This is an optimization exercise on Yosys and OpenROAD, whose aim is small area, a short achievable clock period and few clock cycles, not a production implementation. At most, simulation tests tie the RTL to the original design; equivalence was not proved.

## vpha_hash
module vpha_hash (
    input  wire         clk,
    input  wire         rst,        
    input  wire         start,      
    input  wire [31:0]  len,        
    output reg          busy,
    output reg          done,
    output wire [31:0]  result,
    output reg          rd_req,
    output wire [31:0]  rd_addr,    
    output reg  [5:0]   rd_len,     
    input  wire         rd_ready,
    input  wire         rd_valid,
    input  wire [255:0] rd_data     
);
Size: ~1900 cells after synthesis, roughly 440 flip-flops, roughly 0.025 mm^2 of cells after synthesis.
clock: 12.0 ns
lec_check: 0
abc_clock_period_in_ps: 3000
cap_margin: 20
core_margin: 2
core_utilization: 40
slew_margin: 20
standard.sh (not shown) runs the stock make flow with config.mk's settings and CLKGATE_MAP_FILE= SYNTH_SCRIPT=/design/flow/synth_recipe.tcl, a recipe that flattens the netlist after the stock synthesis.
==> flow/flow/run.sh <==
#!/bin/bash
set -euo pipefail
bash standard.sh SETUP_SLACK_MARGIN=8.5 finish > make_finish.log 2>&1
The starting point completed with no timing, DRC or antenna violations.
Rerun with:
==> flow/run.sh (new file) <==
#!/bin/bash
# synth_recipe.tcl (not shown) runs the flow's synth.tcl, then flattens the netlist and writes it again
# the make line also repeats each setting of config.mk as NAME=value (left out here)
make -C /OpenROAD-flow-scripts/flow DESIGN_CONFIG=/design/flow/config.mk WORK_HOME=/design/flow/orfs CLKGATE_MAP_FILE= SYNTH_SCRIPT=/design/flow/synth_recipe.tcl finish
--- a/flow/config.mk
+++ b/flow/config.mk
@@ -11,0 +12 @@
+export SETUP_SLACK_MARGIN = 5
removed: flow/flow/run.sh
removed: flow/standard.sh
Final area falls by 14%.
Wire length goes down by 14%.
Sequential share of layout area rises by 6.0 points.
Via count is lower by 10%.
Final cell count went down by 8.9%.
Sequential cell count does not change.
Area after synthesis stays the same.
Utilization decreases by 8.5 points.
Synthesized cell count stays the same.
Critical path depth rises by 1.
Rerun with:
==> flow/flow/run.sh (new file) <==
#!/bin/bash
set -euo pipefail
bash standard.sh SETUP_SLACK_MARGIN=8.5 finish > make_finish.log 2>&1
==> flow/standard.sh (new file) <==
#!/bin/bash
# synth_recipe.tcl (not shown) runs the flow's synth.tcl, then flattens the netlist and writes it again
# the make line also repeats each setting of config.mk as NAME=value (left out here)
make -C /OpenROAD-flow-scripts/flow DESIGN_CONFIG=/design/flow/config.mk WORK_HOME=/design/flow/orfs CLKGATE_MAP_FILE= SYNTH_SCRIPT=/design/flow/synth_recipe.tcl "${@:-finish}"
--- a/flow/config.mk
+++ b/flow/config.mk
@@ -11,2 +11 @@
-export CORE_UTILIZATION = 40
-export SETUP_SLACK_MARGIN = 5
+export CORE_UTILIZATION = 60
@@ -13,0 +13 @@
+export TNS_END_PERCENT = 0
removed: flow/run.sh
Clock-buffer cell count came out lower by 4.
Cell area came out higher by 2.9%.
Wire length came out lower by 1.0%.
Fmax came out higher by 24%.
No functional check of the RTL was part of any run of this note.

========
Another version of the RTL of vpha_hash (not shown whole).
Size: roughly 450 flip-flops, ~370 I/O pins, about 24000 um2 of cells after synthesis.
## vpha_hash
module vpha_hash (
    input  wire         clk,
    input  wire         rst,        
    input  wire         start,      
    input  wire [31:0]  len,        
    output reg          busy,
    output reg          done,
    output wire [31:0]  result,
    output reg          rd_req,
    output wire [31:0]  rd_addr,    
    output wire [5:0]   rd_len,     
    input  wire         rd_ready,
    input  wire         rd_valid,
    input  wire [255:0] rd_data     
);
==> flow/config.mk <==
export PLATFORM = sky130hd
export DESIGN_NAME = vpha_hash
export DESIGN_NICKNAME = vpha_hash
export VERILOG_FILES = /design/flow/design.v
export SDC_FILE = /design/flow/constraint.sdc
export NUM_CORES = 4
export LEC_CHECK = 0
export ABC_CLOCK_PERIOD_IN_PS = 4500
export CAP_MARGIN = 20
export CORE_MARGIN = 2
export CORE_UTILIZATION = 60
export CTS_CLUSTER_DIAMETER = 100
export CTS_CLUSTER_SIZE = 22
export SLEW_MARGIN = 20
export TNS_END_PERCENT = 0
==> flow/constraint.sdc <==
create_clock -name core_clock -period 12.0 [get_ports {clk}]
set_input_delay 2.4000 -clock core_clock [delete_from_list [all_inputs] [get_ports {clk}]]
set_output_delay 2.4000 -clock core_clock [all_outputs]
set_load 0.01 [all_outputs]
==> flow/flow/run.sh <==
#!/bin/bash
set -euo pipefail
bash standard.sh SETUP_SLACK_MARGIN=8.5 finish > make_finish.log 2>&1
Testbench counts at the start, summed over its fixed seeds: cycles 23,130.
==> next run, changes <==
- ABC_CLOCK_PERIOD_IN_PS: 4500 -> 3000
- CAP_MARGIN: 20 -> 5
- SLEW_MARGIN: 20 -> 5
Core utilization stays the same. Die area stays the same. Design area stays the same. Wire length does not change. First-iteration DRC count is unchanged. Worst hold slack is unchanged. Setup slack does not change.

==> re-timing with driven ports <==
In the flow no input, the clock included, has a driving cell. The finished layouts below were timed again as built, in two steps.
Step 1: set_driving_cell puts a clkbuf_16 on clk and a buf_2 on each other input, an assumption about the parent block.
Step 2, shift: input delay + t, output delay - t, t = (earliest + latest rising clock arrival at the registers) / 2. This alone moves slack from input paths to output paths.
a / b / c = no drivers / after step 1 / after step 2; a / b = the first two.
| run | shift t [ns] | slack for setup (ns) | hold WS [ns] | slew at the worst register clock pin (ns) |
|---|---|---|---|---|
| the first run of note 1 | 0.637 | 7.703 / 7.703 / 7.589 | 0.504 / 0.504 / 0.504 | 0.07 / 0.07 |
| the second run of note 1 | 0.637 | 6.657 / 6.657 / 6.352 | 0.524 / 0.524 / 0.524 | 0.06 / 0.06 |
| the third run of note 1 | 0.641 | 7.693 / 7.693 / 7.157 | 0.527 / 0.527 / 0.527 | 0.07 / 0.07 |
| the first run of note 2 | 0.633 | 7.557 / 7.557 / 7.034 | 0.489 / 0.489 / 0.489 | 0.10 / 0.10 |
| the second run of note 2 | 0.633 | 7.557 / 7.557 / 7.034 | 0.489 / 0.489 / 0.489 | 0.10 / 0.10 |
After both steps every run listed still meets setup and hold. For the third run of note 1, which loses most, drivers alone change the setup slack by 0.000 ns; drivers and shift together by -0.536 ns.
